Context: an optimization exercise on an open-source flow, tuned for a short achievable clock period. The choices shown serve that exercise and are no tape-out recipe. Function was not checked in any run shown here: the RTL went through the layout flow alone. No run shown here takes its clock network from TritonCTS; it comes from the design's own scripts or RTL. The clock port is modelled as an ideal driver, which makes a skipped or thinned clock tree look cheaper than it is; a real chip needs a root buffer or a tree. Power and IR drop assume default switching activity.

==> config.mk <==
export PLATFORM = sky130hd
export DESIGN_NAME = ccsds_rx
export DESIGN_NICKNAME = ccsds_rx
export VERILOG_FILES = /design/flow/design.v
export SDC_FILE = /design/flow/constraint.sdc
export NUM_CORES = 4
export LEC_CHECK = 0
export ABC_CLOCK_PERIOD_IN_PS = 1200
export CAP_MARGIN = 20
export CORE_MARGIN = 2
export CORE_UTILIZATION = 55
export SETUP_SLACK_MARGIN = 2.9
export SLEW_MARGIN = 20
export TNS_END_PERCENT = 100
==> constraint.sdc <==
create_clock -name core_clock -period 4.0 [get_ports {clk}]
set_input_delay 0.8000 -clock core_clock [delete_from_list [all_inputs] [get_ports {clk}]]
set_output_delay 0.8000 -clock core_clock [all_outputs]
set_load 0.01 [all_outputs]
==> design.v <==
module ccsds_rx (
    input  wire        clk,
    input  wire        rst,             
    input  wire        in_valid,
    input  wire [7:0]  in_byte,
    input  wire        in_kind,         
    input  wire [8:0]  in_blen,         
    output reg         out_valid,
    output reg  [7:0]  out_byte,
    output reg         out_vc,          
    output reg         done,
    output reg  [1:0]  status,          
    output reg         frame_kind,
    output reg  [8:0]  frame_len,
    output reg  [7:0]  data_len,
    output reg  [15:0] ecf,
    output wire        bp_type,
    output wire [6:0]  bp_apid,
    output wire        bp_ecf_flag,
    output wire [3:0]  tf_tfvn,
    output wire [15:0] tf_scid,
    output wire        tf_sdid,
    output wire [5:0]  tf_vcid,
    output wire [3:0]  tf_mapid,
    output wire        tf_end_flag,
    output wire        tf_bypass,
    output wire        tf_command,
    output wire        tf_ocf,
    output wire [2:0]  tf_vc_length,
    output wire [2:0]  tf_constr_rule,
    output wire [4:0]  tf_protocol_id
);
    localparam [1:0] ST_OK = 2'd0, ST_LEN = 2'd1, ST_CRC = 2'd2;
    function [15:0] crc_step;
        input [15:0] reg_in;
        input [7:0]  b;
        integer k;
        reg [15:0] r;
        begin
            r = reg_in ^ {b, 8'h00};
            for (k = 0; k < 8; k = k + 1) begin
                if (r[15])
                    r = {r[14:0], 1'b0} ^ 16'h1021;
                else
                    r = {r[14:0], 1'b0};
            end
            crc_step = r;
        end
    endfunction
    function [3:0] dec4;                  
        input [3:0] x;
        integer k;
        begin
            dec4 = 4'd0;
            for (k = 0; k < 16; k = k + 1)
                if (x == k) dec4 = k - 1;
        end
    endfunction
    function [3:0] inc4;                  
        input [3:0] x;
        integer k;
        begin
            inc4 = 4'd0;
            for (k = 0; k < 16; k = k + 1)
                if (x == k) inc4 = k + 1;
        end
    endfunction
    function [4:0] dec5;                  
        input [4:0] x;
        input [1:0] d;
        reg [4:0] m1, m2;
        begin
            m1 = x ^ {~x[3] & ~x[2] & ~x[1] & ~x[0], ~x[2] & ~x[1] & ~x[0],
                      ~x[1] & ~x[0], ~x[0], 1'b1};
            m2 = {x[4:1] ^ {~x[3] & ~x[2] & ~x[1], ~x[2] & ~x[1], ~x[1], 1'b1}, x[0]};
            dec5 = d[1] ? m2 : (d[0] ? m1 : x);
        end
    endfunction
    function [3:0] subc4;                 
        input [3:0] x;
        input integer c;
        integer k;
        begin
            subc4 = 4'd0;
            for (k = 0; k < 16; k = k + 1)
                if (x == k) subc4 = k - c;
        end
    endfunction
    function [4:0] inc5;                  
        input [4:0] x;
        begin
            inc5 = x ^ {x[3] & x[2] & x[1] & x[0], x[2] & x[1] & x[0],
                        x[1] & x[0], x[0], 1'b1};
        end
    endfunction
    function lt5;                         
        input [4:0] a, b;
        integer i;
        reg e;
        begin
            lt5 = 1'b0;
            e = 1'b1;
            for (i = 4; i >= 0; i = i - 1) begin
                lt5 = lt5 | (e & ~a[i] & b[i]);
                e = e & ((a[i] & b[i]) | (~a[i] & ~b[i]));
            end
        end
    endfunction
    function lt10v;
        input [4:0] x;
        input [2:0] v;
        integer k;
        begin
            lt10v = (x[4:3] == 2'b00) | (x[4:1] == 4'b0100);
            for (k = 10; k <= 16; k = k + 1)
                lt10v = lt10v | ((x == k) & (v > k - 10));
        end
    endfunction
    reg rst_r;
    always @(posedge clk) rst_r <= rst;
    reg        s_v;
    reg [7:0]  s_b;
    reg        s_k;
    reg [8:0]  s_n;
    reg        s_m1a, s_mcf, s_mfc, s_m1d;
    reg        s_bp_short;      
    reg        s_bp_lastn1;     
    reg [4:0]  s_tf_hi, s_tf_him1, s_tf_him2;
    reg        s_tf_hz, s_tf_hz1, s_tf_hz2;
    reg [15:0] s_tf_oh, s_bp_oh;    
    reg [4:0]  s_bp_hi, s_bp_him1, s_bp_him2;
    reg        s_bp_hz, s_bp_hz1, s_bp_hz2;
    always @(posedge clk) begin
        s_v         <= in_valid & ~rst;
        s_b         <= in_byte;
        s_k         <= in_kind;
        s_n         <= in_blen;
        s_m1a       <= (in_byte == 8'h1A);
        s_mcf       <= (in_byte == 8'hCF);
        s_mfc       <= (in_byte == 8'hFC);
        s_m1d       <= (in_byte == 8'h1D);
        s_bp_short  <= (in_byte[6:2] == 5'd0) & (in_byte[7] | ~(in_byte[1] & in_byte[0]));
        s_bp_lastn1 <= (in_byte[6:0] == 7'd3) & ~in_byte[7];
        s_tf_hi     <= in_blen[8:4];
        s_tf_him1   <= dec5(in_blen[8:4], 2'd1);
        s_tf_him2   <= dec5(in_blen[8:4], 2'd2);
        s_tf_hz2    <= (in_blen[8:4] == 5'd2);
        s_tf_hz     <= (in_blen[8:4] == 5'd0);
        s_tf_oh     <= 16'd1 << in_blen[3:0];
        s_bp_oh     <= 16'd1 << in_byte[3:0];
        s_tf_hz1    <= (in_blen[8:4] == 5'd1);
        s_bp_hi     <= {2'b00, in_byte[6:4]};
        s_bp_him1   <= dec5({2'b00, in_byte[6:4]}, 2'd1);
        s_bp_him2   <= dec5({2'b00, in_byte[6:4]}, 2'd2);
        s_bp_hz2    <= (in_byte[6:4] == 3'd2);
        s_bp_hz     <= (in_byte[6:4] == 3'd0);
        s_bp_hz1    <= (in_byte[6:4] == 3'd1);
    end
    reg        in_frame;
    reg [1:0]  hunt;            
    reg        first;           
    reg        bp1;             
    reg        lastn;           
    reg        kind;
    reg [4:0]  c_hi, c_him1, c_him2;    
    reg        c_hz, c_hz1, c_h2z;      
    reg [4:0]  c_him3;
    reg [15:0] c_lo;            
    reg [3:0]  ix_lo;           
    reg [4:0]  ix_hi, ix_hip1, ix_hip2;
    reg [8:0]  pos;             
    wire fb     = s_v & in_frame;
    wire hb     = s_v & ~in_frame;
    wire s_tf_last0  = s_tf_hz & s_tf_oh[1];    
    wire s_tf_lastn0 = s_tf_hz & s_tf_oh[2];    
    wire lastc  = first ? (s_k & s_tf_last0) : (bp1 ? s_bp_short : lastn);
    wire marker = (hunt == 2'd3) & s_m1d;
    reg [1:0] hunt_next;
    always @(*) begin
        if (hunt == 2'd1 && s_mcf)      hunt_next = 2'd2;
        else if (hunt == 2'd2 && s_mfc) hunt_next = 2'd3;
        else if (s_m1a)                 hunt_next = 2'd1;
        else                            hunt_next = 2'd0;
    end
    wire c_lo0  = c_lo[0];
    wire ix_lo15 = (ix_lo == 4'd15);
    wire c_step = fb & ~first & ~bp1;           
    wire c_load = fb & (first | bp1);
    wire c_wrap = c_step & c_lo0;
    always @(posedge clk) begin
        in_frame <= ~rst_r & ((fb & ~lastc) | (hb & marker) | (~s_v & in_frame));
        hunt     <= {2{~rst_r}} & ((hb) ? (marker ? 2'd0 : hunt_next) : (hunt));
        first    <= ((s_v) ? (~in_frame) : (first));
        bp1      <= ((s_v) ? (in_frame & first & ~s_k) : (bp1));
        pos      <= ((s_v) ? (in_frame ? {pos[7:0], 1'b0} : 9'd1) : (pos));
        ix_lo    <= ((s_v) ? (in_frame ? inc4(ix_lo) : 4'd0) : (ix_lo));
        ix_hi    <= ((hb | (fb & ix_lo15)) ? (in_frame ? ix_hip1 : 5'd0) : (ix_hi));
        ix_hip1  <= ((hb | (fb & ix_lo15)) ? (in_frame ? ix_hip2 : 5'd1) : (ix_hip1));
        ix_hip2  <= ((hb | (fb & ix_lo15)) ? (in_frame ? inc5(ix_hip2) : 5'd2) : (ix_hip2));
        kind     <= ((fb & first) ? (s_k) : (kind));
        lastn    <= 
((fb) ? (first ? (s_k & s_tf_lastn0)                                    : (bp1 ? s_bp_lastn1                                           : (c_hz & (kind ? c_lo[3] : c_lo[4])))) : (lastn));
        c_lo     <= ((fb) ? (first ? s_tf_oh : (bp1 ? s_bp_oh : {c_lo[0], c_lo[15:1]})) : (c_lo));
        c_hi     <= ((c_load | c_wrap) ? (first ? s_tf_hi   : (bp1 ? s_bp_hi   : c_him1)) : (c_hi));
        c_him1   <= ((c_load | c_wrap) ? (first ? s_tf_him1 : (bp1 ? s_bp_him1 : c_him2)) : (c_him1));
        c_him2   <= ((c_load | c_wrap) ? (first ? s_tf_him2 : (bp1 ? s_bp_him2 : c_him3)) : (c_him2));
        c_him3   <= dec5(c_load ? (first ? s_tf_him2 : s_bp_him2) : c_him2, 2'd1);
        c_h2z    <= ((c_load | c_wrap) ? (first ? s_tf_hz2 : (bp1 ? s_bp_hz2 : (c_him3 == 5'd0))) : (c_h2z));
        c_hz     <= ((c_load | c_wrap) ? (first ? s_tf_hz   : (bp1 ? s_bp_hz   : c_hz1)) : (c_hz));
        c_hz1    <= ((c_load | c_wrap) ? (first ? s_tf_hz1  : (bp1 ? s_bp_hz1  : c_h2z)) : (c_hz1));
    end
    reg        t0_v, t0_fr, t0_last, t0_kind, t0_first;
    reg [7:0]  t0_hsel;         
    reg [3:0]  t0_ixlo;
    reg [4:0]  t0_ixhi;
    reg [8:0]  t0_n;
    reg [7:0]  t0_b;
    always @(posedge clk) begin
        t0_v    <= s_v & ~rst_r;
        t0_fr   <= fb;
        t0_last <= lastc;
        t0_first <= first;
        t0_kind <= first ? s_k : kind;
        t0_hsel <= {8{fb}} & pos[7:0];
        t0_ixlo <= ix_lo;
        t0_ixhi <= ix_hi;
        t0_n    <= s_n;
        t0_b    <= s_b;
    end
    reg [7:0]  hdr0, hdr1, hdr2, hdr3, hdr4, hdr5, hdr6;
    reg [8:0]  fn;              
    reg        fn_lt4, fn_lt7, fn_gt256;
    reg        h4_big, h4_b0, h5_nz;    
    reg        fkind;
    always @(posedge clk) begin
        hdr0  <= ((t0_hsel[0]) ? (t0_b) : (hdr0));
        fn    <= ((t0_hsel[0]) ? (t0_n) : (fn));
        fn_lt4  <= ((t0_hsel[0]) ? ((t0_n[8:2] == 7'd0)) : (fn_lt4));
        fn_lt7  <= ((t0_hsel[0]) ? ((t0_n[8:3] == 6'd0) & ~(t0_n[2] & t0_n[1] & t0_n[0])) : (fn_lt7));
        fn_gt256 <= ((t0_hsel[0]) ? (t0_n[8] & (t0_n[7:0] != 8'd0)) : (fn_gt256));
        fkind <= ((t0_hsel[0]) ? (t0_kind) : (fkind));
        hdr1  <= ((t0_hsel[1]) ? (t0_b) : (hdr1));
        hdr2  <= ((t0_hsel[2]) ? (t0_b) : (hdr2));
        hdr3  <= ((t0_hsel[3]) ? (t0_b) : (hdr3));
        hdr4  <= ((t0_hsel[4]) ? (t0_b) : (hdr4));
        h4_big <= ((t0_hsel[4]) ? ((t0_b[7:1] != 7'd0)) : (h4_big));
        h4_b0  <= ((t0_hsel[4]) ? (t0_b[0]) : (h4_b0));
        hdr5  <= ((t0_hsel[5]) ? (t0_b) : (hdr5));
        h5_nz  <= ((t0_hsel[5]) ? ((t0_b != 8'd0)) : (h5_nz));
        hdr6  <= ((t0_hsel[6]) ? (t0_b) : (hdr6));
    end
    reg        t1_v, t1_fr, t1_last, t1_kind, t1_first;
    reg        t1_r0, t1_r1;    
    reg        t1_lt2, t1_lt5, t1_eq4, t1_lt8, t1_ge7;
    reg        t1_small;        
    reg [3:0]  t1_ixlo;
    reg [4:0]  t1_ixhi;
    reg [7:0]  t1_b;
    wire       ixz = (t0_ixhi == 5'd0);
    always @(posedge clk) begin
        t1_v     <= t0_v & ~rst_r;
        t1_fr    <= t0_fr;
        t1_last  <= t0_last;
        t1_first <= t0_first;
        t1_kind  <= t0_kind;
        t1_r0    <= c_hz & (t0_kind ? c_lo[1] : c_lo[2]);
        t1_r1    <= c_hz & (t0_kind ? c_lo[2] : c_lo[3]);
        t1_small <= ixz;
        t1_lt2   <= ixz & ~t0_ixlo[3] & ~t0_ixlo[2] & ~t0_ixlo[1];
        t1_lt5   <= ixz & ~t0_ixlo[3] & (~t0_ixlo[2] | (~t0_ixlo[1] & ~t0_ixlo[0]));
        t1_eq4   <= ixz & (t0_ixlo == 4'd4);
        t1_lt8   <= ixz & ~t0_ixlo[3];
        t1_ge7   <= ~ixz | t0_ixlo[3] | (t0_ixlo[2] & t0_ixlo[1] & t0_ixlo[0]);
        t1_ixlo  <= t0_ixlo;
        t1_ixhi  <= t0_ixhi;
        t1_b     <= t0_b;
    end
    wire        bp_e   = hdr1[7];
    wire [6:0]  bp_l   = hdr1[6:0];
    wire        ef     = hdr3[0];
    wire [2:0]  vl     = hdr6[2:0];
    wire [15:0] tl     = {hdr4, hdr5};
    reg        d_bpe, d_ef, d_kind;
    reg [8:0]  d_flen;
    reg [3:0]  d_vend;          
    reg        a_bperr, a_n4, a_n7, a_n256, a_tlbig, a_tlhz;
    reg [4:0]  a_tl5;
    reg [2:0]  a_vl;
    reg        a_gthi, a_eqhi;              
    reg [3:0]  a_tlo, a_nlo;
    reg [4:0]  a_lmhi;
    reg [3:0]  a_lm2lo, a_lm1lo;
    reg        a_lm2b, a_lm1b;
    always @(posedge clk) begin
        d_bpe     <= bp_e;
        d_ef      <= ef;
        d_kind    <= fkind;
        d_vend    <= subc4({1'b0, vl}, -7);
        d_flen    <= !fkind ? {2'b00, bp_l} : (ef ? fn : tl[8:0]);
        a_bperr   <= (bp_l[6:2] == 5'd0) & (bp_e | ~bp_l[1]);
        a_n4      <= fn_lt4;
        a_n7      <= fn_lt7;
        a_n256    <= fn_gt256;
        a_tlbig   <= h4_big | (h4_b0 & h5_nz);
        a_tlhz    <= (tl[15:5] == 11'd0);
        a_tl5     <= tl[4:0];
        a_vl      <= vl;
        a_gthi    <= lt5(fn[8:4], tl[8:4]);
        a_eqhi    <= (tl[8:4] == fn[8:4]);
        a_tlo     <= tl[3:0];
        a_nlo     <= fn[3:0];
        a_lmhi    <= tl[8:4];
        a_lm2lo   <= subc4(tl[3:0], 2);
        a_lm2b    <= (tl[3:1] == 3'd0);
        a_lm1lo   <= dec4(tl[3:0]);
        a_lm1b    <= (tl[3:0] == 4'd0);
    end
    reg        e_lenerr0;       
    reg        e_tlgtn;         
    reg        e_tlsmall;       
    reg [8:0]  e_lm2, e_lm1;    
    reg        e_kind, e_ef;
    always @(posedge clk) begin
        if (!d_kind)
            e_lenerr0 <= a_bperr;
        else if (d_ef)
            e_lenerr0 <= a_n4 | a_n7 | a_n256;
        else
            e_lenerr0 <= a_n4 | a_n7 | a_tlbig;
        e_tlsmall <= a_tlhz & lt10v(a_tl5, a_vl);
        e_tlgtn <= a_gthi | (a_eqhi & lt5({1'b0, a_nlo}, {1'b0, a_tlo}));
        e_lm2   <= {dec5(a_lmhi, {1'b0, a_lm2b}), a_lm2lo};
        e_lm1   <= {dec5(a_lmhi, {1'b0, a_lm1b}), a_lm1lo};
        e_kind  <= d_kind;
        e_ef    <= d_ef;
    end
    reg        d_lenerr;
    always @(posedge clk)
        d_lenerr <= e_lenerr0 | (e_kind & ~e_ef & (e_tlgtn | e_tlsmall));
    reg        t2_v, t2_fr, t2_last, t2_kind, t2_first;
    reg        t2_r0, t2_r1, t2_lt2, t2_lt5, t2_eq4, t2_lt8, t2_ge7, t2_small;
    reg [3:0]  t2_ixlo;
    reg [4:0]  t2_ixhi;
    reg [7:0]  t2_b;
    always @(posedge clk) begin
        t2_v     <= t1_v & ~rst_r;
        t2_fr    <= t1_fr;
        t2_last  <= t1_last;
        t2_first <= t1_first;
        t2_kind  <= t1_kind;
        t2_r0    <= t1_r0;
        t2_r1    <= t1_r1;
        t2_lt2   <= t1_lt2;
        t2_lt5   <= t1_lt5;
        t2_eq4   <= t1_eq4;
        t2_lt8   <= t1_lt8;
        t2_ge7   <= t1_ge7;
        t2_small <= t1_small;
        t2_ixlo  <= t1_ixlo;
        t2_ixhi  <= t1_ixhi;
        t2_b     <= t1_b;
    end
    reg        t3_v, t3_fr, t3_last, t3_kind, t3_first;
    reg        t3_r0, t3_r1, t3_lt2, t3_lt5, t3_eq4, t3_lt8, t3_ge7;
    reg        t3_m2hi_eq, t3_m2hi_lt, t3_m2lo_eq, t3_m2lo_lt;
    reg        t3_m1hi_eq, t3_m1lo_eq;
    reg        t3_vlt, t3_veq;    
    reg [7:0]  t3_b;
    always @(posedge clk) begin
        t3_v       <= t2_v & ~rst_r;
        t3_fr      <= t2_fr;
        t3_last    <= t2_last;
        t3_first   <= t2_first;
        t3_kind    <= t2_kind;
        t3_r0      <= t2_r0;
        t3_r1      <= t2_r1;
        t3_lt2     <= t2_lt2;
        t3_lt5     <= t2_lt5;
        t3_eq4     <= t2_eq4;
        t3_lt8     <= t2_lt8;
        t3_ge7     <= t2_ge7;
        t3_m2hi_eq <= (t2_ixhi == e_lm2[8:4]);
        t3_m2hi_lt <= lt5(t2_ixhi, e_lm2[8:4]);
        t3_m2lo_eq <= (t2_ixlo == e_lm2[3:0]);
        t3_m2lo_lt <= lt5({1'b0, t2_ixlo}, {1'b0, e_lm2[3:0]});
        t3_m1hi_eq <= (t2_ixhi == e_lm1[8:4]);
        t3_m1lo_eq <= (t2_ixlo == e_lm1[3:0]);
        t3_vlt     <= t2_small & lt5({1'b0, t2_ixlo}, {1'b0, d_vend});
        t3_veq     <= t2_small & (t2_ixlo == d_vend);
        t3_b       <= t2_b;
    end
    wire m2_lt = t3_m2hi_lt | (t3_m2hi_eq & t3_m2lo_lt);     
    wire m2_eq = t3_m2hi_eq & t3_m2lo_eq;                    
    wire m1_eq = t3_m1hi_eq & t3_m1lo_eq;                    
    wire r_ge2 = ~t3_r0 & ~t3_r1;
    reg  c_range, c_data, c_vc, c_thi, c_tlo, c_df;
    always @(*) begin
        c_range = 1'b0; c_data = 1'b0; c_vc = 1'b0;
        c_thi = 1'b0; c_tlo = 1'b0; c_df = 1'b0;
        if (!t3_kind) begin
            c_range = t3_lt2 | r_ge2;
            c_data  = ~t3_lt2 & (~d_bpe | r_ge2);
            c_thi   = ~t3_lt2 & d_bpe & t3_r1;
            c_tlo   = ~t3_lt2 & d_bpe & t3_r0;
        end else if (d_ef) begin
            c_range = r_ge2;
            c_data  = ~t3_lt5 & r_ge2;
            c_tlo   = t3_r1;
            c_thi   = t3_r0;
            c_df    = t3_eq4;
        end else begin
            c_range = t3_lt8 | m2_lt;
            c_vc    = t3_ge7 & t3_vlt;
            c_df    = t3_veq;
            c_data  = ~t3_vlt & ~t3_veq & m2_lt;
            c_thi   = m2_eq;
            c_tlo   = m1_eq;
        end
    end
    wire       t3_f = t3_v & t3_fr;
    reg        t4_upd, t4_hold, t4_f, t4_last, t4_kind, t4_pay, t4_vc;
    reg        t4_thi, t4_tlo, t4_df;
    reg [7:0]  t4_b;
    reg [15:0] t4_u;
    always @(posedge clk) begin
        t4_upd  <= t3_f & c_range & ~rst_r;
        t4_hold <= ~t3_v | rst_r | (t3_fr & ~c_range);
        t4_f    <= t3_f & ~rst_r;
        t4_last <= t3_last;
        t4_kind <= t3_kind;
        t4_pay  <= t3_f & ~rst_r & (c_data | c_vc) & ~d_lenerr;
        t4_vc   <= c_vc;
        t4_thi  <= c_thi;
        t4_tlo  <= c_tlo;
        t4_df   <= c_df;
        t4_b    <= t3_b;
        t4_u    <= crc_step(16'h0000, t3_b);
    end
    reg [15:0] crc;
    reg [7:0]  thi, tlo, hdf;
    reg        eqhi, eqlo;
    always @(posedge clk) begin
        out_valid <= t4_pay & ~rst & ~rst_r;
        out_byte  <= t4_b;
        out_vc    <= t4_vc;
        crc <= ({16{t4_upd}} & (crc_step(crc, 8'h00) ^ t4_u)) |
               ({16{t4_hold}} & crc);
        thi  <= ((t4_f & t4_thi) ? (t4_b) : (thi));
        eqhi <= ((t4_f & t4_thi) ? ((t4_b == crc[15:8])) : (eqhi));
        tlo  <= ((t4_f & t4_tlo) ? (t4_b) : (tlo));
        eqlo <= ((t4_f & t4_tlo) ? (t4_b == crc[7:0]) : (eqlo));
        hdf  <= ((t4_f & t4_df) ? (t4_b) : (hdf));
    end
    reg [3:0]  dc_lo, dc_hi;
    reg        t4_data, t4_first;
    always @(posedge clk) begin
        t4_data  <= c_data;
        t4_first <= t3_first;
    end
    wire       dc_cnt = t4_f & t4_data;
    wire [7:0] dl_next = {((dc_cnt & (dc_lo == 4'd15)) ? (inc4(dc_hi)) : (dc_hi)),
                          ((dc_cnt) ? (inc4(dc_lo)) : (dc_lo))};
    always @(posedge clk) begin
        dc_lo <= (t4_f & t4_first) ? 4'd0 : dl_next[3:0];
        dc_hi <= (t4_f & t4_first) ? 4'd0 : dl_next[7:4];
    end
    reg        t5_end, t5_kind, t5_lenerr;
    always @(posedge clk) begin
        t5_end    <= t4_f & t4_last & ~rst_r;
        t5_kind   <= t4_kind;
        t5_lenerr <= d_lenerr;
    end
    reg [7:0] o_h0, o_h1, o_h2, o_h3, o_h6, o_df, o_bp0;
    reg       o_bp1;
    always @(posedge clk) begin
        done <= t5_end & ~rst & ~rst_r;
        if (t5_lenerr)
            status <= ST_LEN;
        else if ((t5_kind | d_bpe) && !(eqhi && eqlo))
            status <= ST_CRC;
        else
            status <= ST_OK;
        frame_kind <= t5_kind;
        frame_len  <= d_flen;
        data_len   <= dl_next;
        ecf        <= {thi, tlo};
        o_h0 <= hdr0 & {8{fkind}};
        o_h1 <= hdr1 & {8{fkind}};
        o_h2 <= hdr2 & {8{fkind}};
        o_h3 <= hdr3 & {8{fkind}};
        o_h6 <= hdr6 & {8{fkind}};
        o_bp0 <= hdr0 & {8{~fkind}};
        o_bp1 <= hdr1[7] & ~fkind;
        o_df <= hdf & {8{fkind}};
    end
    assign bp_type        = o_bp0[7];
    assign bp_apid        = o_bp0[6:0];
    assign bp_ecf_flag    = o_bp1;
    assign tf_tfvn        = o_h0[7:4];
    assign tf_scid        = {o_h0[3:0], o_h1, o_h2[7:4]};
    assign tf_sdid        = o_h2[3];
    assign tf_vcid        = {o_h2[2:0], o_h3[7:5]};
    assign tf_mapid       = o_h3[4:1];
    assign tf_end_flag    = o_h3[0];
    assign tf_bypass      = o_h6[7];
    assign tf_command     = o_h6[6];
    assign tf_ocf         = o_h6[3];
    assign tf_vc_length   = o_h6[2:0];
    assign tf_constr_rule = o_df[7:5];
    assign tf_protocol_id = o_df[4:0];
endmodule
==> flow/run.sh <==
#!/bin/bash
# The standard layout (standard.sh), with one change: the clock tree is built
# by flow/clocktree.tcl (run as ORFS's pre-CTS hook) in place of
# clock_tree_synthesis: the clock port drives 4 root inverters, each drives
# 8 leaf inverters, each a compact group of flip-flops, so every flip-flop
# sees the clock through two inversions. All of make's output goes to
# flow_make.log; each ORFS step keeps its own log under orfs/logs.
set -euo pipefail
export PRE_CTS_TCL="$PWD/flow/clocktree.tcl"
export CT_ROOTS=4 CT_LEAVES=32
export CT_ROOT_CELL=sky130_fd_sc_hd__clkinv_16 CT_LEAF_CELL=sky130_fd_sc_hd__clkinv_8
bash standard.sh finish > flow_make.log 2>&1
==> flow/clocktree.tcl <==
# Pre-CTS hook: a two-level clock tree built by hand. The clock port drives
# a few root buffers, each root a few leaf buffers, each leaf a compact
# group of flip-flops (recursive bisection of the flip-flop positions).
# Every flip-flop is two cells from the port (two buffers, or two inverters
# with CT_ROOT_CELL / CT_LEAF_CELL), so the clock arrives at all
# of them at about the same time. clock_tree_synthesis then has nothing to do.

set ::ct_roots  [expr {[info exists ::env(CT_ROOTS)]  ? $::env(CT_ROOTS)  : 2}]
set ::ct_leaves [expr {[info exists ::env(CT_LEAVES)] ? $::env(CT_LEAVES) : 16}]
set ::ct_rmaster [expr {[info exists ::env(CT_ROOT_CELL)] ? $::env(CT_ROOT_CELL) : "sky130_fd_sc_hd__clkbuf_16"}]
set ::ct_lmaster [expr {[info exists ::env(CT_LEAF_CELL)] ? $::env(CT_LEAF_CELL) : "sky130_fd_sc_hd__clkbuf_16"}]

set ::ct_block [ord::get_db_block]
set ::ct_db    [ord::get_db]
set ::ct_clk   [$::ct_block findNet clk]
set ::ct_rbuf  [$::ct_db findMaster $::ct_rmaster]
set ::ct_lbuf  [$::ct_db findMaster $::ct_lmaster]

proc ct_center {it} {
    set inst [$it getInst]
    set bb [$inst getBBox]
    return [list [expr {([$bb xMin] + [$bb xMax]) / 2}] [expr {([$bb yMin] + [$bb yMax]) / 2}]]
}

# split a list of {x y item} into 2^levels groups of equal size
proc ct_bisect {pts levels} {
    if {$levels == 0 || [llength $pts] < 2} { return [list $pts] }
    set xs [lmap p $pts {lindex $p 0}]
    set ys [lmap p $pts {lindex $p 1}]
    set dx [expr {[tcl::mathfunc::max {*}$xs] - [tcl::mathfunc::min {*}$xs]}]
    set dy [expr {[tcl::mathfunc::max {*}$ys] - [tcl::mathfunc::min {*}$ys]}]
    set k [expr {$dx >= $dy ? 0 : 1}]
    set s [lsort -integer -index $k $pts]
    set h [expr {[llength $s] / 2}]
    return [concat [ct_bisect [lrange $s 0 [expr {$h - 1}]] [expr {$levels - 1}]] \
                   [ct_bisect [lrange $s $h end] [expr {$levels - 1}]]]
}

proc ct_centroid {pts} {
    set sx 0; set sy 0
    foreach p $pts { set sx [expr {$sx + [lindex $p 0]}]; set sy [expr {$sy + [lindex $p 1]}] }
    set n [llength $pts]
    return [list [expr {$sx / $n}] [expr {$sy / $n}]]
}

proc ct_make_buf {master name x y} {
    set inst [odb::dbInst_create $::ct_block $master $name]
    set w [$master getWidth]
    set h [$master getHeight]
    $inst setLocation [expr {$x - $w / 2}] [expr {$y - $h / 2}]
    $inst setPlacementStatus PLACED
    return $inst
}

proc ct_out {inst} {
    foreach it [$inst getITerms] {
        if {[$it isOutputSignal]} { return $it }
    }
    error "clocktree: no output on [$inst getName]"
}

proc ct_make_net {name} {
    
    set net [odb::dbNet_create $::ct_block $name]
    $net setSigType CLOCK
    return $net
}

set sinks {}
foreach it [$::ct_clk getITerms] {
    lappend sinks [concat [ct_center $it] [list $it]]
}
puts "clocktree: [llength $sinks] sinks, $::ct_roots roots, $::ct_leaves leaves"

set per_root [expr {$::ct_leaves / $::ct_roots}]
set root_levels [expr {int(round(log($::ct_roots) / log(2)))}]
set leaf_levels [expr {int(round(log($per_root) / log(2)))}]
set ri 0
set li 0
foreach rgroup [ct_bisect $sinks $root_levels] {
    set lgroups [ct_bisect $rgroup $leaf_levels]
    set lcent {}
    foreach g $lgroups { lappend lcent [ct_centroid $g] }
    set rc [ct_centroid $lcent]
    set rnet [ct_make_net "clknet_root_$ri"]
    set rinst [ct_make_buf $::ct_rbuf "clkbuf_root_$ri" {*}$rc]
    [$rinst findITerm A] connect $::ct_clk
    [ct_out $rinst] connect $rnet
    foreach g $lgroups c $lcent {
        set lnet [ct_make_net "clknet_leaf_$li"]
        set linst [ct_make_buf $::ct_lbuf "clkbuf_leaf_$li" {*}$c]
        [$linst findITerm A] connect $rnet
        [ct_out $linst] connect $lnet
        foreach p $g {
            set it [lindex $p 2]
            $it disconnect
            $it connect $lnet
        }
        incr li
    }
    incr ri
}
global_connect
set_propagated_clock [all_clocks]

# the tree is built: clock_tree_synthesis has nothing left to do, and an
# inverter pair in the tree must stay as it is
proc repair_clock_inverters {args} {
    puts "clocktree: repair_clock_inverters skipped"
}
proc clock_tree_synthesis {args} {
    puts "clocktree: clock_tree_synthesis skipped, tree built by hand"
}
==> standard.sh <==
#!/bin/bash
# synth_recipe.tcl (not shown) runs the flow's synth.tcl, then flattens the netlist and writes it again
# the make line also repeats each setting of config.mk as NAME=value (left out here)
make -C /OpenROAD-flow-scripts/flow DESIGN_CONFIG=/design/flow/config.mk WORK_HOME=/design/flow/orfs CLKGATE_MAP_FILE= SYNTH_SCRIPT=/design/flow/synth_recipe.tcl "${@:-finish}"
==> results_dict.tcl, run 1 <==
set metrics [dict create \
    status "finished clean" \
    grt_max_degree 47 \
    max_stage_delay_ns 0.43 \
    placedCellCount 1776 \
    cpLargestDelayFamily "adder cells" \
    synth_flop_cell "dfxtp_1" \
    reg2reg_from "hdr5[4]" \
    hpwl_um 21900 \
    fmax_ghz 0.583 \
    initialDrtViolationCount 525 \
    fin_ws_ns 2.28 \
    end_kind "flop" \
    crit_path_frequent_cell "maj3_2" \
    gr-usage-all-layers_pct 21.3 \
    ys_seq_area_share_pct 75.3 \
    area_delta_synth_final_pct 31.4 \
    netlist.area_leader.share_pct 49.9 \
    worst_ep_arrival_time_ns 1.84 \
    hold_path_startpoint "s_b[2]" \
    num_io_pins 123 \
    worstPathMaxFanout 2 \
    drive_above_1_share_pct 41.2 \
    fp.dieW_um 182 \
    initial_utilization_pct 55.7 \
    worst_setup_path_start_kind "flop" \
    crit_slowest_cell "edfxtp_1" \
    grt-ovfl-total 0 \
    whs_ns 0.319 \
    gp_congestion 0.790 \
    yosysTopAreaCell "dfxtp_1" \
    ys.warnings.count 1 \
    via_per_inst 5.10 \
    routed_wl_um 37100 \
    yosysMostFrequentCell "dfxtp_1" \
    core_mm2 0.0314 \
    crit_start "hdr5[4]" \
    synth_fp_nets 1314 \
    tightest_slew_ns 0.523 \
    path_cells "nor2b_4 > maj3_2 > maj3_2 > maj3_2 > a21o_1" \
    slew-limit-headroom_pct 65.1 \
    yosysUniqueCellTypes 54 \
    setup_viol 0 \
    synth-edff-count 148 \
    post-place-ws_ns 1.81 \
    wl_per_cell_um 19.1 \
    netlist_top_cells_count "dfxtp_1 (436), edfxtp_1 (148), nand2_1 (76), and2_1 (66), nor2_1 (66)" \
    tns_ns 0 \
    synth_area_mm2 0.0175 \
    insertion_delay_ns 0.23 \
    io_buffers 122 \
    drt.antenna.violating_nets 0 \
    dieArea_mm2 0.0332 \
    drc 0 \
    async_flop_share_pct 0 \
    grt_antenna_before_repair 2 \
    layout.nets 1571 \
    fin_worst_skew_ns 0.0132 \
    yosys_register_bits 584 \
    finalCritPeriodShare_pct 42.9 \
    cap_violations 0 \
    p_leak_nw 8.91 \
    peakVddDrop_mv 0.304 \
    synthTopCellsByArea "dfxtp_1 (50%), edfxtp_1 (25%), xnor2_1 (2.9%), and2_1 (2.4%), xor2_1 (2.2%)" \
    hold_class "flop to flop" \
    cp.required_ns 4.12 \
    p_per_area_mw_per_mm2 388 \
    rrSetupSlack_ns 2.28 \
    dpl-instance-area_mm2 0.0196 \
    crit_buf_inv 0 \
    fp-row-count 65 \
    clk_pin_slew_ns 0.08 \
    design_area_mm2 0.0230 \
    grt_pass1_vias 9673 \
    via_count 9900 \
    post-route-min-period_ns 1.72 \
    fin_cells 1942 \
    syn_inst 1283 \
    drt_pass1_iterations 5 \
    maxSlewViolCount 0 \
    nFillCells 2059 \
    rsz0062_at_grt "yes" \
    final_hold_viol_count 0 \
    grt_pass1_wl_um 54600 \
    synth.avg_cell_area_um2 13.6 \
    fp.dieH_um 182 \
    critical_path_class "flop to flop" \
]
==> area by class of cell <==
type                            instances  area, µm²  area share, %
Sequential cell                       584      13400           58.4
Timing Repair Buffer                  250       2960           12.9
Antenna cell                            2       5.00         0.0218
Tap cell                              402        503           2.19
Inverter                               77        860           3.74
Timing Repair inverter                  1       16.3         0.0708
Multi-Input combinational cell        626       5220           22.7
==> cells by family after synthesis <==
family	after synthesis	share of synthesized area, %
flops	584	75.3
simple gates	351	10.5
compound gates	116	4.06
xor+xnor	100	5.01
buf+inv	75	1.64
mux	39	2.25
fa+ha+maj	18	1.22
==> cells in the final DEF, fill, tap and decap left out, types with 12 or more instances in the layout <==
| master | n |
|---|---|
| and2_1 | 57 |
| buf_12 | 18 |
| buf_4 | 68 |
| buf_6 | 135 |
| clkinv_8 | 34 |
| dfxtp_1 | 288 |
| dfxtp_2 | 128 |
| dfxtp_4 | 20 |
| edfxtp_1 | 148 |
| inv_1 | 30 |
| mux2i_1 | 27 |
| nand2_1 | 62 |
| nand2b_4 | 12 |
| nor2_1 | 48 |
| nor2b_1 | 26 |
| nor3_2 | 13 |
| o21ai_0 | 23 |
| o21ai_1 | 25 |
| xnor2_1 | 42 |
| xnor2_2 | 13 |
| xor2_1 | 36 |
==> worst paths after layout <==
kind	end	cells past startpoint
hold reg to reg	t0_b[2]	0
setup / recovery	a_gthi	5
hold / removal	t0_b[2]	0
setup reg to reg	a_gthi	5
==> metal layers <==
metal | GRT usage, % | part of all wire [%]
met2 | 37.2 | 50
met5 | 0 | 0
met1 | 28.1 | 43
met3 | 2.26 | 4.2
met4 | 6.65 | 3.5
==> worst register-to-register path: cells and delay by family (launching register included) <==
kind,cells,cell delay (ns)
adders and majority gates,3,0.89
and+or+nand+nor,1,0.15
DFF,1,0.43
AOI/OAI and AO/OA,1,0.15
==> registers in the layout, indices dropped and copies added, names as in the netlist, 9 cells and up <==
signal	cells
c_lo	16
crc	16
ecf	16
s_bp_oh	16
s_tf_oh	16
d_flen	9
e_lm1	9
e_lm2	9
fn	9
frame_len	9
s_n	9
t0_n	9
==> through the flow <==
step	power (W)	utilization, %
global placement	0.00653	62.3
finish	0.00892	73.2
floorplan	0.00644	-
CTS	0.00895	70.0
detailed placement	0.00653	62.3
global route	0.00925	73.2
==> where the power goes <==
group          switching, W  leakage, nW  internal, W
sequential        0.0000817         5.00      0.00612
clock               0.00202        0.266     0.000397
combinational      0.000134         3.64     0.000157
==> timing repair <==
item	in CTS	in global routing
pin swaps	49	53
resized for setup	809	168
gates cloned	14	3
hold buffers	0	0
setup endpoints to repair	396	289
buffers inserted	80	31
==> run 2, diff against run 1 <==
--- a/design.v
+++ b/design.v
@@ -95,2 +95,11 @@
     endfunction
+    function [4:0] sub3_5;                
+        input [4:0] x;
+        integer k;
+        begin
+            sub3_5 = 5'd0;
+            for (k = 0; k < 32; k = k + 1)
+                if (x == k) sub3_5 = k - 3;
+        end
+    endfunction
     function lt5;                         
@@ -127,6 +136,6 @@
     reg        s_bp_lastn1;     
-    reg [4:0]  s_tf_hi, s_tf_him1, s_tf_him2;
+    reg [4:0]  s_tf_hi, s_tf_him1, s_tf_him2, s_tf_him3;
     reg        s_tf_hz, s_tf_hz1, s_tf_hz2;
     reg [15:0] s_tf_oh, s_bp_oh;    
-    reg [4:0]  s_bp_hi, s_bp_him1, s_bp_him2;
+    reg [4:0]  s_bp_hi, s_bp_him1, s_bp_him2, s_bp_him3;
     reg        s_bp_hz, s_bp_hz1, s_bp_hz2;
@@ -147,2 +156,3 @@
         s_tf_hz2    <= (in_blen[8:4] == 5'd2);
+        s_tf_him3   <= sub3_5(in_blen[8:4]);
         s_tf_hz     <= (in_blen[8:4] == 5'd0);
@@ -155,2 +165,3 @@
         s_bp_hz2    <= (in_byte[6:4] == 3'd2);
+        s_bp_him3   <= sub3_5({2'b00, in_byte[6:4]});
         s_bp_hz     <= (in_byte[6:4] == 3'd0);
@@ -206,3 +217,3 @@
         c_him2   <= ((c_load | c_wrap) ? (first ? s_tf_him2 : (bp1 ? s_bp_him2 : c_him3)) : (c_him2));
-        c_him3   <= dec5(c_load ? (first ? s_tf_him2 : s_bp_him2) : c_him2, 2'd1);
+        c_him3   <= c_load ? (first ? s_tf_him3 : s_bp_him3) : dec5(c_him2, 2'd1);
         c_h2z    <= ((c_load | c_wrap) ? (first ? s_tf_hz2 : (bp1 ? s_bp_hz2 : (c_him3 == 5'd0))) : (c_h2z));
@@ -288,3 +299,3 @@
     reg [2:0]  a_vl;
-    reg        a_gthi, a_eqhi;              
+    reg [4:0]  a_fnhi, a_tlhi;
     reg [3:0]  a_tlo, a_nlo;
@@ -307,4 +318,4 @@
         a_vl      <= vl;
-        a_gthi    <= lt5(fn[8:4], tl[8:4]);
-        a_eqhi    <= (tl[8:4] == fn[8:4]);
+        a_fnhi    <= fn[8:4];
+        a_tlhi    <= tl[8:4];
         a_tlo     <= tl[3:0];
@@ -330,3 +341,3 @@
         e_tlsmall <= a_tlhz & lt10v(a_tl5, a_vl);
-        e_tlgtn <= a_gthi | (a_eqhi & lt5({1'b0, a_nlo}, {1'b0, a_tlo}));
+        e_tlgtn <= lt5(a_fnhi, a_tlhi) | ((a_fnhi == a_tlhi) & lt5({1'b0, a_nlo}, {1'b0, a_tlo}));
         e_lm2   <= {dec5(a_lmhi, {1'b0, a_lm2b}), a_lm2lo};
--- a/config.mk
+++ b/config.mk
@@ -7,7 +7,7 @@
 export LEC_CHECK = 0
-export ABC_CLOCK_PERIOD_IN_PS = 1200
+export ABC_CLOCK_PERIOD_IN_PS = 1100
 export CAP_MARGIN = 20
 export CORE_MARGIN = 2
-export CORE_UTILIZATION = 55
-export SETUP_SLACK_MARGIN = 2.9
+export CORE_UTILIZATION = 60
+export SETUP_SLACK_MARGIN = 3.0
 export SLEW_MARGIN = 20
==> results_dict.tcl, run 2 <==
set metrics [dict create \
    status "finished clean" \
    io_buffers 122 \
    whs_ns 0.323 \
    netlist_top_cells_count "dfxtp_1 (448), edfxtp_1 (148), nand2_1 (77), and2_1 (66)" \
    grt-ovfl-total 0 \
    cap_violations 0 \
    clk_pin_slew_ns 0.08 \
    synth_fp_nets 1331 \
    wl_per_cell_um 21.7 \
    r2r.worst_path.cells 3 \
    grt_pass1_wl_um 57800 \
    grt_max_degree 49 \
    synth_flop_cell "dfxtp_1" \
    layout_common_cells "dfxtp_1 (282), buf_6 (159), edfxtp_1 (148)" \
    area_delta_synth_final_pct 38.1 \
    setup_viol 0 \
    hold_path_startpoint "t2_r1" \
    hold_class "flop to flop" \
    tightest_slew_ns 0.532 \
    worstPathMaxFanout 2 \
    final_hold_viol_count 0 \
    fp-row-count 62 \
    fp.dieH_um 176 \
    peakVddDrop_mv 0.331 \
    p_per_area_mw_per_mm2 377 \
    multi_input_area_mm2 0.00579 \
    num_io_pins 123 \
    drt_pass1_iterations 5 \
    worst_ep_arrival_time_ns 1.62 \
    drt.antenna.violating_nets 0 \
    hold-path-cell-count 0 \
    gr-usage-all-layers_pct 24.3 \
    post-route-min-period_ns 1.57 \
    synth.avg_cell_area_um2 13.7 \
    mostFrequentLayoutCell "dfxtp_1" \
    finalCritPeriodShare_pct 39.2 \
    routed_wl_um 43300 \
    yosysTopAreaCell "dfxtp_1" \
    ys.warnings.count 1 \
    via_per_inst 5.41 \
    fp.dieW_um 176 \
    syn_inst 1300 \
    synth_area_mm2 0.0178 \
    netlist.area_leader.share_pct 50.5 \
    dieArea_mm2 0.0310 \
    gp_congestion 0.813 \
    insertion_delay_ns 0.24 \
    p_leak_nw 9.56 \
    via_count 10800 \
    slew-limit-headroom_pct 64.5 \
    nFillCells 1397 \
    yosysUniqueCellTypes 58 \
    final-seq-area_mm2 0.0137 \
    drc 0 \
    critical_path_class "flop to flop" \
    rrSetupSlack_ns 2.43 \
    synth-edff-count 148 \
    tns_ns 0 \
    grt_pass1_vias 10200 \
    yosysMostFrequentCell "dfxtp_1" \
    hpwl_um 22100 \
    initial_utilization_pct 61.4 \
    maxSlewViolCount 0 \
    ys_seq_area_share_pct 75.5 \
    initialDrtViolationCount 771 \
    layout.nets 1640 \
    async_flop_share_pct 0 \
    diodes 0 \
    fin_worst_skew_ns 0.0253 \
    core_mm2 0.0289 \
    drive_above_1_share_pct 49.2 \
    fmax_ghz 0.639 \
    end_kind "flop" \
    cp.required_ns 4.05 \
    yosys_register_bits 596 \
    grt_antenna_before_repair 1 \
    worst_setup_path_start_kind "flop" \
    cts_hold_buf 0 \
    reg2reg_to "fn_lt7" \
    reg2reg_from "t0_n[4]" \
    rsz0062_at_grt "yes" \
    min_to "t3_r1" \
    synthTopCellsByArea "dfxtp_1 (51%), edfxtp_1 (25%), xnor2_1 (2.8%), and2_1 (2.3%), mux2i_1 (2.3%)" \
]
[run 2: through the flow]
step | instance area (µm²) | setup slack, ns | util, % | cells | power, W
floorplan | 18600 | 2.55 | - | 1300 | 0.00659
global placement | 19900 | 1.73 | 68.8 | 1770 | 0.00668
detailed placement | 19900 | 1.69 | 68.8 | 1770 | 0.00669
CTS | 22800 | 2.50 | 78.8 | 1920 | 0.00917
global route | 24500 | 2.40 | 84.7 | 1991 | 0.00955
finish | 24500 | 2.43 | 84.7 | 1991 | 0.00923
[run 2: cells by family (layout without fill, tap and decap cells)]
group,count (synthesis),count (layout),synth area share (%)
simple gates,345,349,10.3
compound gates,125,125,4.23
mux,41,41,2.32
flops,596,596,75.5
xor+xnor,100,100,4.93
buf+inv,79,382,1.73
fa+ha+maj,14,14,0.944
[run 2: layout make-up]
| type | instances | share of cell area [%] |
|---|---|---|
| inverters | 75 | 3.39 |
| multi-input cells | 629 | 23.6 |
| flip-flops and latches | 596 | 55.9 |
| well taps | 384 | 1.96 |
| repair buffers | 307 | 15.1 |
[run 2: report_power, final]
| part | internal, W | total (W) | switching (W) |
|---|---|---|---|
| Clock | 0.000398 | 0.00248 | 0.00208 |
| Sequential | 0.00624 | 0.00633 | 0.0000892 |
| Combinational | 0.000231 | 0.000420 | 0.000189 |
[run 2: timing repair]
| item | 4_1_cts | 5_1_grt |
|---|---|---|
| setup buffers | 100 | 60 |
| gates cloned | 14 | 11 |
| endpoints found under the hold margin | 0 | 0 |
| setup endpoints to repair | 472 | 424 |
| resized for setup | 892 | 247 |
| pin swaps | 89 | 88 |
[run 2: worst max-delay path by stage]
stage / start / endpoint / slack (ns) / depth (start not counted)
finish: t0_n[4] / fn_lt7 / 2.43 / 3
CTS: o_h2[3] / tf_sdid / 2.50 / 1
floorplan: in_blen[6] / s_tf_hz1 / 2.55 / 3
global route: t0_n[4] / fn_lt7 / 2.40 / 3
detailed placement: in_byte[3] / s_mfc / 1.69 / 3
global placement: in_byte[2] / s_mfc / 1.73 / 3
[run 2: worst max-delay path: stages (launching register included)]
cell,delay [ns]
dfxtp_1,0.31
or4_4,0.54
or3_4,0.35
a31oi_1,0.19
[run 2: metal layers]
layer  wire (µm)  GRT usage (%)  vias to the layer above
li1            -              -                     4997
met1       16900           32.1                     5285
met2       22300           43.1                      382
met3        2250           2.37                      117
met4        1860           6.58                        0
met5           0              0                        -
==> run 3, diff against run 2 <==
--- a/config.mk
+++ b/config.mk
@@ -7,3 +7,3 @@
 export LEC_CHECK = 0
-export ABC_CLOCK_PERIOD_IN_PS = 1100
+export ABC_CLOCK_PERIOD_IN_PS = 1300
 export CAP_MARGIN = 20
@@ -11,3 +11,3 @@
 export CORE_UTILIZATION = 60
-export SETUP_SLACK_MARGIN = 3.0
+export SETUP_SLACK_MARGIN = 2.8
 export SLEW_MARGIN = 20
==> results_dict.tcl, run 3 <==
set metrics [dict create \
    status "finished clean" \
    cp.required_ns 3.20 \
    gr-usage-all-layers_pct 22.2 \
    mostFrequentLayoutCell "dfxtp_1" \
    post-route-min-period_ns 1.52 \
    io_buffers 122 \
    initial_utilization_pct 61.4 \
    ys.warnings.count 1 \
    p_per_area_mw_per_mm2 416 \
    layout.nets 1538 \
    fp-row-count 62 \
    maxSlewViolCount 0 \
    wl_per_cell_um 18.5 \
    peakVddDrop_mv 0.346 \
    routed_wl_um 35000 \
    clk_pin_slew_ns 0.07 \
    placedCellCount 1769 \
    drc 0 \
    fp.dieH_um 176 \
    tightest_slew_ns 0.665 \
    netlist_top_cells_count "dfxtp_1 (448), edfxtp_1 (148), nand2_1 (77), and2_1 (66)" \
    synth.avg_cell_area_um2 13.7 \
    ys_seq_area_share_pct 75.5 \
    yosysTopAreaCell "dfxtp_1" \
    insertion_delay_ns 0.23 \
    p_leak_nw 8.47 \
    grt_max_degree 36 \
    cts_hold_buf 0 \
    crit_buf_inv 1 \
    end_kind "output port" \
    grt-ovfl-total 0 \
    worst_setup_path_start_kind "flop" \
    synth_area_mm2 0.0178 \
    grt_antenna_before_repair 3 \
    via_per_inst 5.18 \
    via_count 9798 \
    path_depth 1 \
    rsz0062_at_grt "yes" \
    worst_ep_arrival_time_ns 0.72 \
    hold-path-cell-count 0 \
    yosysUniqueCellTypes 58 \
    rrSetupSlack_ns 2.50 \
    fin_cells 1890 \
    reg2reg_to "fn_lt7" \
    synth_flop_cell "dfxtp_1" \
    reg2reg_from "t0_n[3]" \
    r2r.worst_path.cells 3 \
    layout_common_cells "dfxtp_1 (353), edfxtp_1 (148), dfxtp_2 (74)" \
    synth-edff-count 148 \
    drive_above_1_share_pct 30.4 \
    critical_path_class "flop to output port" \
    final_hold_viol_count 0 \
    crit_slowest_cell "dfxtp_2" \
    core_mm2 0.0289 \
    setup_viol 0 \
    hpwl_um 22000 \
    area_delta_synth_final_pct 22.2 \
    syn_inst 1300 \
    post-place-ws_ns 1.73 \
    path_cells "buf_6" \
    gp_congestion 0.793 \
    initialDrtViolationCount 640 \
    drt_pass1_iterations 4 \
    grt_pass1_vias 9512 \
    hold_path_startpoint "t1_ixhi[4]" \
    min_to "t2_ixhi[4]" \
    fp.dieW_um 176 \
    synth_fp_nets 1331 \
    p_total_w 0.00903 \
    finalCritPeriodShare_pct 37.9 \
    synthTopCellsByArea "dfxtp_1 (51%), edfxtp_1 (25%), xnor2_1 (2.8%), and2_1 (2.3%), mux2i_1 (2.3%)" \
    drt.antenna.violating_nets 0 \
    cpLargestDelayFamily "flip-flops" \
    cap_violations 0 \
    fmax_ghz 0.659 \
    worstPathMaxFanout 1 \
    async_flop_share_pct 0 \
    fin_ws_ns 2.48 \
    hold_class "flop to flop" \
    whs_ns 0.321 \
    slew-limit-headroom_pct 55.7 \
    yosysMostFrequentCell "dfxtp_1" \
    max_stage_delay_ns 0.38 \
    netlist.area_leader.share_pct 50.5 \
    tns_ns 0 \
    grt_pass1_wl_um 53300 \
    fin_worst_skew_ns 0.0122 \
    num_io_pins 123 \
    yosys_register_bits 596 \
    dieArea_mm2 0.0310 \
]
==> run 3: changes by cell type in the layout (fill, tap and decap cells not counted), sizes merged <==
cell / previous run / this run
bufbuf: 0 / 2
and2: 70 / 67
clkbuf: 6 / 2
clkdlybuf4s50: 0 / 2
clkinvlp: 2 / 1
diode: 0 / 1
inv: 36 / 37
clkdlybuf4s15: 1 / 0
buf: 299 / 201
==> run 3: repair_timing <==
action,CTS,global route
cloned,7,1
pin swaps,36,45
gates resized for setup,713,134
endpoints found under the setup margin,414,243
setup buffers,51,25
==> run 3: kinds of logic after synthesis <==
| group | synth area share, % |
|---|---|
| AOI/OAI and AO/OA | 4.23 |
| and+or+nand+nor | 10.3 |
| adders and majority gates | 0.944 |
| DFF | 75.5 |
| xor gates and xnor gates | 4.93 |
| buffers and inverters | 1.73 |
| muxes | 2.32 |
==> run 3: area by class of cell <==
cell class	count	area, µm²
fill	1848	7240
antenna	1	2.50
sequential	596	13600
timing repair buffer	208	2030
tap	384	480
multi-input combinational	626	4780
inverter	75	813
==> run 3: routing by layer <==
layer	vias to the layer above	share of wire, %	track usage [%]
met5	-	0.037	0
met4	2	3.4	5.79
met3	71	4.1	2.26
met2	261	49	38.0
met1	4681	44	30.5
li1	4783	-	-
==> run 3: power breakdown <==
part	internal (W)	switching, W	total, W
Combinational	0.000143	0.000126	0.000269
Sequential	0.00625	0.0000849	0.00634
Clock	0.000396	0.00203	0.00243
Total	0.00679	0.00224	0.00903
==> run 3: worst max path at each step <==
stage	startpoint	endpoint
after floorplan	in_blen[6]	s_tf_hz1
after global placement	in_byte[2]	s_mfc
after detailed placement	in_byte[2]	s_mfc
after CTS	o_h3[5]	tf_vcid[0]
after global routing	t0_n[3]	fn_lt7
final	o_h3[5]	tf_vcid[0]
==> run 3: stage by stage <==
step	util (%)	instance area (µm²)
floorplan	-	18100
global placement	67.3	19500
detailed placement	67.3	19500
CTS	72.5	21000
global route	75.0	21700
finish	75.0	21700
==> run 4, diff against run 3 <==
--- a/config.mk
+++ b/config.mk
@@ -10,3 +10,3 @@
 export CORE_MARGIN = 2
-export CORE_UTILIZATION = 60
+export CORE_UTILIZATION = 65
 export SETUP_SLACK_MARGIN = 2.8
==> results_dict.tcl, run 4 <==
set metrics [dict create \
    num_io_pins 123 \
    maxSlewViolCount 0 \
    grt-ovfl-total 0 \
    synth_area_mm2 0.0178 \
    routed_wl_um 38300 \
    yosysMostFrequentCell "dfxtp_1" \
    p_seq_share_pct 70.0 \
    wl_per_cell_um 20.7 \
    fp-row-count 60 \
    synth-xor-area-share_pct 4.93 \
    design_area_mm2 0.0219 \
    yosys.area_share.adder_pct 0.944 \
    post-route-min-period_ns 1.52 \
    yosysUniqueCellTypes 58 \
    hpwl_um 21800 \
    fin_ws_ns 2.48 \
    gr-usage-all-layers_pct 24.5 \
    layout.nets 1546 \
    end_kind "flop" \
    setup_viol 0 \
    drt_pass1_iterations 5 \
    initialDrtViolationCount 894 \
    synth_top_family_by_area "simple AND/OR/NAND/NOR gates" \
    core_mm2 0.0269 \
    fp.dieW_um 169 \
    mostFrequentLayoutCell "dfxtp_1" \
    synth.avg_cell_area_um2 13.7 \
    p_sw_w 0.00228 \
    netlist_top_cells_count "dfxtp_1 (448), edfxtp_1 (148), nand2_1 (77), and2_1 (66)" \
    yosys.area_share.simple_pct 10.3 \
    io_buffers 122 \
    ys.warnings.count 1 \
    async_flop_share_pct 0 \
    initial_utilization_pct 66.1 \
    worstPathMaxFanout 2 \
    fin_worst_skew_ns 0.00987 \
    cp.required_ns 4.07 \
    drt.antenna.violating_nets 0 \
    p_int_w 0.00680 \
    synth_fp_nets 1331 \
    synth_compound_area_share_pct 4.23 \
    grt_max_degree 32 \
    drive_above_1_share_pct 32.4 \
    hold-path-cell-count 0 \
    grt_antenna_before_repair 1 \
    nFillCells 1441 \
    finalCritPeriodShare_pct 38.0 \
    netlist.area_leader.share_pct 50.5 \
    p_per_area_mw_per_mm2 414 \
    reg2reg_from "t0_n[4]" \
    slew-limit-headroom_pct 60.5 \
    tns_ns 0 \
    grt_pass1_vias 9904 \
    rrSetupSlack_ns 2.48 \
    peakVddDrop_mv 0.351 \
    via_per_inst 5.52 \
    final_hold_viol_count 0 \
    fmax_ghz 0.658 \
    grt_pass1_wl_um 54400 \
    synth-edff-count 148 \
    gp_congestion 0.831 \
    yosysTopAreaCell "dfxtp_1" \
    crit_start "t0_n[4]" \
    rsz0062_at_grt "yes" \
    synth.mux.area_fraction_pct 2.32 \
    multi_input_area_mm2 0.00490 \
    cts_hold_buf 0 \
    synthTopCellsByArea "dfxtp_1 (51%), edfxtp_1 (25%), xnor2_1 (2.8%), and2_1 (2.3%), mux2i_1 (2.3%)" \
    insertion_delay_ns 0.23 \
    final-seq-area_mm2 0.0136 \
    crit_end "fn_lt7" \
    ys_seq_area_share_pct 75.5 \
    path_cells "or4_4 > or3_4 > a31oi_1" \
    reg2reg_to "fn_lt7" \
    drc 0 \
    worst_ep_arrival_time_ns 1.59 \
    max_stage_delay_ns 0.53 \
    crit_slowest_cell "or4_4" \
    swShare_pct 25.1 \
    critical_path_class "flop to flop" \
    r2r.worst_path.cells 3 \
    clock_power_share_pct 27.0 \
    dieArea_mm2 0.0287 \
    yosys_register_bits 596 \
    post-route-util_pct 81.6 \
    dpl-instance-area_mm2 0.0194 \
    cap_violations 0 \
    comb_power_share_pct 3.0 \
    fp.dieH_um 169 \
    p_leak_nw 8.55 \
    tightest_slew_ns 0.592 \
    layout_common_cells "dfxtp_1 (354), edfxtp_1 (148), dfxtp_2 (84)" \
    area_delta_synth_final_pct 23.6 \
    via_count 10200 \
    worst_setup_path_start_kind "flop" \
    clk_pin_slew_ns 0.08 \
    syn_inst 1300 \
    post-place-ws_ns 1.77 \
    status "finished clean" \
    hold_class "flop to flop" \
    synth_flop_cell "dfxtp_1" \
]
==> run 4: cell counts after synthesis <==
Identical to the previous run, type by type.
==> run 4: routing by layer <==
| metal | GRT usage (%) | wire (µm) |
|---|---|---|
| met5 | 0 | 0 |
| met4 | 8.29 | 1540 |
| met3 | 3.17 | 2060 |
| met2 | 42.1 | 19100 |
| met1 | 32.6 | 15600 |
==> run 4: logic make-up after synthesis <==
group / Yosys count
AOI/OAI and AO/OA: 125
xor gates and xnor gates: 100
adders and majority gates: 14
buffers and inverters: 79
DFF: 596
muxes: 41
and+or+nand+nor: 345
==> run 4: how the worst min path moves through the flow <==
stage / start / endpoint / slack (ns)
detailed placement: t1_kind / t2_kind / 0.31
floorplan: t1_ixhi[0] / t2_ixhi[0] / 0.31
CTS: t2_b[7] / t3_b[7] / 0.32
finish: t2_b[7] / t3_b[7] / 0.32
global placement: s_b[0] / t0_b[0] / 0.31
global route: t2_b[5] / t3_b[5] / 0.33
==> run 4: area by class of cell <==
| class | instances | share of cell area (%) |
|---|---|---|
| Sequential cell | 596 | 61.8 |
| Multi-Input combinational cell | 626 | 22.3 |
| Timing Repair Buffer | 216 | 10.2 |
| Inverter | 75 | 3.72 |
| Tap cell | 341 | 1.95 |
| Antenna cell | 1 | 0.0114 |
==> run 4: worst max-delay path: cells and delay by family, from the launching register on <==
kind / cells / cell delay (ns)
AO/OA/AOI/OAI: 1 / 0.15
flip-flops: 1 / 0.34
AND/OR/NAND/NOR: 2 / 0.88
==> run 4: power groups by stage <==
stage / clock network (W) / registers [W] / logic (W)
finish: 0.00245 / 0.00635 / 0.000272
CTS: 0.00248 / 0.00634 / 0.000231
global placement: 0 / 0.00648 / 0.000177
floorplan: 0 / 0.00644 / 0.000133
detailed placement: 0 / 0.00649 / 0.000182
global route: 0.00274 / 0.00636 / 0.000293
==> run 4: what timing repair did <==
action	in CTS	in global routing
setup buffers	60	20
pin swaps	34	37
gates cloned	8	3
resized for setup	713	174
endpoints found under the setup margin	416	215
==> run 4: per-stage QoR <==
stage                     hold WS (ns)  std cells  total power (W)
after floorplan                  0.310       1300          0.00658
after global placement           0.310       1727          0.00666
after detailed placement         0.312       1727          0.00667
after CTS                        0.324       1831          0.00905
after global routing             0.329       1855          0.00939
final                            0.321       1855          0.00907
==> run 5, diff against run 4 <==
--- a/config.mk
+++ b/config.mk
@@ -10,3 +10,3 @@
 export CORE_MARGIN = 2
-export CORE_UTILIZATION = 65
+export CORE_UTILIZATION = 68
 export SETUP_SLACK_MARGIN = 2.8
==> results_dict.tcl, run 5 <==
set metrics [dict create \
    yosysMostFrequentCell "dfxtp_1" \
    layout.nets 1550 \
    fin_cells 1853 \
    via_count 10400 \
    cts_hold_buf 0 \
    critical_path_class "flop to flop" \
    slew-limit-headroom_pct 61.1 \
    worstPathMaxFanout 2 \
    hpwl_um 22000 \
    yosys.area_share.simple_pct 10.3 \
    final_hold_viol_count 0 \
    fp-row-count 59 \
    fp.dieH_um 166 \
    min_to "frame_len[7]" \
    synthTopCellsByArea "dfxtp_1 (51%), edfxtp_1 (25%), xnor2_1 (2.8%), and2_1 (2.3%), mux2i_1 (2.3%)" \
    setup_viol 0 \
    insertion_delay_ns 0.23 \
    layout_common_cells "dfxtp_1 (359), edfxtp_1 (148), dfxtp_2 (72)" \
    nFillCells 1238 \
    synth-edff-count 148 \
    synth_compound_area_share_pct 4.23 \
    grt_pass1_wl_um 54100 \
    whs_ns 0.320 \
    via_per_inst 5.63 \
    synth.mux.area_fraction_pct 2.32 \
    drc 0 \
    syn_inst 1300 \
    routed_wl_um 39500 \
    initialDrtViolationCount 850 \
    final-seq-area_mm2 0.0136 \
    hold-path-cell-count 0 \
    io_buffers 122 \
    tightest_slew_ns 0.583 \
    yosys.area_share.adder_pct 0.944 \
    cp.required_ns 4.08 \
    initial_utilization_pct 68.7 \
    hold_class "flop to flop" \
    clk_pin_slew_ns 0.08 \
    worst_ep_arrival_time_ns 1.63 \
    drive_above_1_share_pct 32.5 \
    p_leak_nw 8.57 \
    netlist_top_cells_count "dfxtp_1 (448), edfxtp_1 (148), nand2_1 (77), and2_1 (66)" \
    rsz0062_at_grt "yes" \
    yosysUniqueCellTypes 58 \
    synth_area_mm2 0.0178 \
    rrSetupSlack_ns 2.45 \
    synth_flop_cell "dfxtp_1" \
    gr-usage-all-layers_pct 26.0 \
    grt_pass1_vias 9690 \
    finalCritPeriodShare_pct 38.8 \
    reg2reg_from "t0_n[4]" \
    end_kind "flop" \
    placedCellCount 1722 \
    area_delta_synth_final_pct 23.4 \
    drt.antenna.violating_nets 0 \
    peakVddDrop_mv 0.390 \
    core_mm2 0.0258 \
    synth_fp_nets 1331 \
    hold_path_startpoint "d_flen[7]" \
    ys_seq_area_share_pct 75.5 \
    grt-ovfl-total 0 \
    netlist.area_leader.share_pct 50.5 \
    synth-xor-area-share_pct 4.93 \
    yosys_register_bits 596 \
    cap_violations 0 \
    grt_antenna_before_repair 2 \
    gp_congestion 0.846 \
    grt_max_degree 33 \
    num_io_pins 123 \
    yosysTopAreaCell "dfxtp_1" \
    async_flop_share_pct 0 \
    wl_per_cell_um 21.3 \
    worst_setup_path_start_kind "flop" \
    p_per_area_mw_per_mm2 415 \
    drt_pass1_iterations 5 \
    synth_top_family_by_area "simple AND/OR/NAND/NOR gates" \
    r2r.worst_path.cells 3 \
    maxSlewViolCount 0 \
    multi_input_area_mm2 0.00494 \
    reg2reg_to "fn_lt7" \
    dieArea_mm2 0.0274 \
    status "finished clean" \
    synth.avg_cell_area_um2 13.7 \
    fin_worst_skew_ns 0.0159 \
    tns_ns 0 \
    fp.dieW_um 166 \
    mostFrequentLayoutCell "dfxtp_1" \
    post-route-min-period_ns 1.55 \
    fmax_ghz 0.644 \
    ys.warnings.count 1 \
]
==> run 5: routing by layer <==
layer  share of wire [%]  global-route usage (%)  vias up
met3                 6.4                    2.95      113
met1                  40                    34.6     5033
met5               0.071                       0        -
met4                 4.1                    6.97        2
li1                    -                       -     4804
met2                  50                    45.5      475
==> run 5: power by group <==
| group | internal, W | switching, W |
|---|---|---|
| clock network | 0.000398 | 0.00208 |
| logic | 0.000142 | 0.000132 |
| registers | 0.00625 | 0.0000940 |
| total | 0.00679 | 0.00230 |
==> run 5: what timing repair did <==
| action | 4_1_cts | 5_1_grt |
|---|---|---|
| setup endpoints to repair | 395 | 239 |
| buffers inserted | 49 | 34 |
| pin swaps | 31 | 44 |
| gates resized for setup | 716 | 174 |
| gates cloned | 10 | 1 |
| hold endpoints to repair | 0 | 0 |
==> run 5: kinds of logic (layout without fill, tap and decap cells) <==
| group | Yosys count | after routing |
|---|---|---|
| fa+ha+maj | 14 | 14 |
| simple gates | 345 | 346 |
| flops | 596 | 596 |
| buf+inv | 79 | 294 |
| other cells | 0 | 1 |
| xor+xnor | 100 | 100 |
| compound gates | 125 | 126 |
| mux | 41 | 41 |
==> run 5: critical path: stages, from the launching register on <==
cell	delay (ns)
dfxtp_1	0.35
or4_4	0.56
or3_4	0.35
a31oi_1	0.15
==> run 5: cell type report <==
class                   instances  share of cell area [%]
diodes                          1                  0.0114
inverters                      75                    3.70
multi-input cells             627                    22.6
flip-flops and latches        596                    61.9
well taps                     335                    1.91
repair buffers                219                    9.89
==> run 5: worst max-delay path by stage <==
stage          startpoint        to  slack [ns]  depth (start not counted)
6_report          t0_n[4]    fn_lt7        2.45                          3
5_1_grt        t0_ixhi[3]    t1_lt2        2.42                          3
4_1_cts           t0_n[6]    fn_lt7        2.49                          3
3_5_place_dp   in_byte[2]     s_mfc        1.70                          3
3_3_place_gp   in_byte[2]     s_mfc        1.84                          3
2_1_floorplan  in_blen[6]  s_tf_hz1        2.55                          3
==> run 5: per-stage QoR <==
step	total power (W)	instance area [µm²]	utilization (%)	setup slack, ns
final	0.00910	21900	84.8	2.45
after global routing	0.00938	21900	84.8	2.42
after CTS	0.00905	21000	81.1	2.49
after detailed placement	0.00667	19400	75.2	1.70
after global placement	0.00666	19400	75.2	1.84
after floorplan	0.00658	18100	-	2.55

afterwards: timing with drivers on the ports:
In the flow no input, the clock included, has a driving cell. The finished layouts below were timed again as built, in two steps.
Step 1 sets driving cells, clkbuf_16 on the clock port and buf_2 on the other inputs (assumed; they add their load-dependent delay and slew).
Step 2 adds t to the input delays and takes it off the output delays; t is the mean of the earliest and latest rising clock arrival at the registers after step 1. Input paths then give back, and output paths get back, about the clock's delay inside the block.
Three values: ideal, step 1, step 2; two values: the first two.
run	t (ns)	setup slack, ns	hold WS [ns]	worst setup path after step 2	latest minus earliest clock arrival (ns)
run 1	0.463	2.285 / 2.244 / 2.284	0.319 / 0.319 / 0.319	register to register	0.018 / 0.017
run 2	0.468	2.434 / 2.253 / 2.244	0.323 / 0.324 / 0.324	input to register	0.028 / 0.029
run 3	0.457	2.483 / 2.251 / 2.393	0.321 / 0.322 / 0.322	input to register	0.012 / 0.013
run 4	0.459	2.480 / 2.252 / 2.380	0.321 / 0.321 / 0.321	input to register	0.012 / 0.013
run 5	0.460	2.448 / 2.242 / 2.368	0.320 / 0.320 / 0.320	input to register	0.018 / 0.018
After both steps setup and hold are still met in every run listed. The setup slack of run 2, which loses most, moves by -0.181 ns with the drivers and by -0.190 ns with both steps.
